This is an optimization exercise on Yosys and OpenROAD, whose aim is small area, a short achievable clock period and few clock cycles per item, not a production implementation. At most, simulation tests tie the RTL to the original design; equivalence was not proved.

==> flow/design.v (excerpt) <==
module ydl_angle_engine (
    input  wire        clk,
    input  wire        rst,
    input  wire        hdr_valid,
    output wire        hdr_ready,
    input  wire [15:0] hdr_start_code,
    input  wire [15:0] hdr_end_code,
    input  wire [7:0]  hdr_count,
    input  wire [13:0] hdr_dist_first,
    input  wire [13:0] hdr_dist_last,
    input  wire        smp_valid,
    output wire        smp_ready,
    input  wire [23:0] smp_raw,
    output wire        out_valid,
    input  wire        out_ready,
    output reg  [15:0] out_angle,
    output reg  [13:0] out_dist,
    output reg  [9:0]  out_intensity,
    output reg         out_last
);
Size in the first run: about 4,700 cells after synthesis, about 940 flip-flops, about 56,000 sq um of cells after synthesis.
make LEC_CHECK=0 CAP_MARGIN=20 CORE_MARGIN=2 CORE_UTILIZATION=40 SLEW_MARGIN=20 finish   # period 12.0 ns
run.sh (not shown) runs the stock make flow with config.mk's settings and CLKGATE_MAP_FILE= SYNTH_SCRIPT=/design/flow/synth_recipe.tcl, a recipe that flattens the netlist after the stock synthesis.
The first run ran to the end with no violations.
Next try:
--- a/flow/config.mk
+++ b/flow/config.mk
@@ -7,2 +7,3 @@
 export LEC_CHECK = 0
+export ABC_AREA = 1
 export CAP_MARGIN = 20
Effect: The new run produced a clean layout. Clock skew rose by 38 ps. Design area rose by 3.3%.
No functional check of the RTL was part of any run of this note.

========
build 11:
Another version of the RTL of ydl_angle_engine (not shown whole).
Size in the first run: ~1000 flip-flops, roughly 0.060 mm^2 of cells after synthesis.
clock: 12.0 ns
lec_check: 0
abc_area: 1
cap_margin: 0
core_margin: 2
core_utilization: 40
slew_margin: 0
Build 11: full flow OK, the timing, DRC and antenna checks passed
Testbench counts of build 11, summed over its fixed seeds: cycles 60,086, items 56,574.
Inputs modified between build 11 and build 48:
# build 11
export LEC_CHECK = 0
export ABC_AREA = 1
export CAP_MARGIN = 0
export CORE_MARGIN = 2
export CORE_UTILIZATION = 40
export SLEW_MARGIN = 0
create_clock -name core_clock -period 12.0 [get_ports {clk}]
# build 48
export LEC_CHECK = 0
export ABC_AREA = 1
export CAP_MARGIN = 20
export CORE_MARGIN = 2
export CORE_UTILIZATION = 40
export PLACE_DENSITY = 0.75
export SLEW_MARGIN = 20
create_clock -name core_clock -period 12.0 [get_ports {clk}]
Findings:
Sort build 48 and build 11 by clock period minus final worst setup slack, descending, and build 48 comes first.
Highest routed metal layer = met4: build 48; highest routed metal layer = met5: build 11
Build 11 has a lower clock skew than build 48.
Build 11 reports its last element of the critical path as w_r[4] while build 48 reports e_acc[13].
On wire length of the first global-routing pass, build 48 and build 11 are neck and neck.
The inputs of build 84 differ from those of build 48 as listed below.
# build 48
export LEC_CHECK = 0
export ABC_AREA = 1
export CAP_MARGIN = 20
export CORE_MARGIN = 2
export CORE_UTILIZATION = 40
export PLACE_DENSITY = 0.75
export SLEW_MARGIN = 20
create_clock -name core_clock -period 12.0 [get_ports {clk}]
# build 84
export LEC_CHECK = 0
export ABC_AREA = 1
export CAP_MARGIN = 20
export CORE_MARGIN = 2
export CORE_UTILIZATION = 40
export CTS_CLUSTER_DIAMETER = 60
export CTS_CLUSTER_SIZE = 30
export SLEW_MARGIN = 20
create_clock -name core_clock -period 12.0 [get_ports {clk}]
Notes after the runs:
Worst hold margin of build 84 is on par with build 48.
Compared with build 48, fill cell total of the finished layout in build 84 increased by a few percent.
NOTE: critical path depth in cells in build 84 exceeds that of build 48
On cell area after layout, build 84 tracks build 48 almost exactly.
Between build 48 and build 84, the difference in sequential share of cell area is negligible.
Build 84 ended up with reg -> reg as its path type of the worst setup path; build 48 ended up with in -> reg.
Higher final weighted congestion in routability-driven placement goes to build 48 over build 84.
Routed wire length: build 84 vs build 48, no meaningful difference
The inputs of build 50 differ from those of build 84 as listed below.
# build 84
export LEC_CHECK = 0
export ABC_AREA = 1
export CAP_MARGIN = 20
export CORE_MARGIN = 2
export CORE_UTILIZATION = 40
export CTS_CLUSTER_DIAMETER = 60
export CTS_CLUSTER_SIZE = 30
export SLEW_MARGIN = 20
create_clock -name core_clock -period 12.0 [get_ports {clk}]
# build 50
export LEC_CHECK = 0
export ABC_AREA = 1
export CAP_MARGIN = 20
export CORE_MARGIN = 2
export CORE_UTILIZATION = 40
export SLEW_MARGIN = 20
create_clock -name core_clock -period 12.0 [get_ports {clk}]
Results
Against build 84, build 50 reports a routed length on met2 that is higher.
Between build 84 and build 50, the difference in share of the final layout cell area in multi-input gates is negligible.
The total wire length after detailed routing number comes out higher for build 50 vs build 84.
Build 84 has lower total inserted antenna cells than build 50.
Build 50 vs. build 84: total via count after detailed routing held steady, area added between synthesis and finish went up.
Build 84 → build 50: setup slack of the critical path after layout climbed 0.020 ns; number of antenna violations at the first check in global routing climbed 1.

========
## lane 1
Another version of the RTL of ydl_angle_engine (not shown whole).
Size: ~4,600 cells after synthesis, ~140 I/O pins, roughly 0.055 mm^2 of cells after synthesis.
export LEC_CHECK = 0
export CAP_MARGIN = 20
export CORE_MARGIN = 2
export CORE_UTILIZATION = 40
export SLEW_MARGIN = 20
create_clock -name core_clock -period 12.0 [get_ports {clk}]
For lane 2, these inputs were changed with respect to lane 1:
- ABC_CLOCK_PERIOD_IN_PS newly set to 4500
Notes after the runs:
Headroom to the max-slew limit: lane 2 vs lane 1 identical. Re setup slack: no difference whatsoever between lane 2 and lane 1. As far as cell area goes, lane 2 and lane 1 are indistinguishable; the numbers are identical. Lane 2 -> lane 1: non-clock inverter instance count of the final layout delta 0, exact match. Worst hold slack came out exactly the same in lane 2 and lane 1. Lane 1 -> lane 2: adder-cell area share of the yosys netlist delta 0, exact match. There was hardly any difference in clock-pin transition on the worst setup and hold timing paths between lane 1 and lane 2.
No functional check of the RTL was part of any run of this note.

port drivers added, routing unchanged:
No port has a modelled driver above. Below, the same layouts with a new extraction and two added sets of constraints.
Step 1 (the two cells are an assumption about what drives the block):
set clk [get_ports {clk}]
set_driving_cell -lib_cell sky130_fd_sc_hd__clkbuf_16 $clk
set_driving_cell -lib_cell sky130_fd_sc_hd__buf_2 [delete_from_list [all_inputs] $clk]
Step 2 times the ports against the registers' clock, not the clock port: input delays grow and output delays shrink by t, the midpoint of the rising clock arrivals with the driver on.
Three values: ideal ports, drivers, drivers and shift; two values: the first two.
run | t (ns) | setup slack, ns | worst setup path after step 2 | clock arrival spread, ns
the first run of note 1 | 0.792 | 3.501 / 3.501 / 3.501 | register to register | 0.062 / 0.062
the second run of note 1 | 0.798 | 6.255 / 6.255 / 6.255 | register to register | 0.098 / 0.097
build 11 | 0.782 | 6.699 / 6.699 / 5.977 | input to register | 0.043 / 0.043
build 48 | 0.774 | 6.229 / 6.287 / 5.513 | input to register | 0.065 / 0.066
build 84 | 0.780 | 6.679 / 6.679 / 5.991 | input to register | 0.063 / 0.063
build 50 | 0.782 | 6.699 / 6.699 / 5.977 | input to register | 0.043 / 0.043
lane 1 | 0.751 | 4.959 / 4.929 / 4.929 | input to output | 0.042 / 0.042
lane 2 | 0.751 | 4.959 / 4.929 / 4.929 | input to output | 0.042 / 0.042
After both steps setup and hold are still met in every run listed.
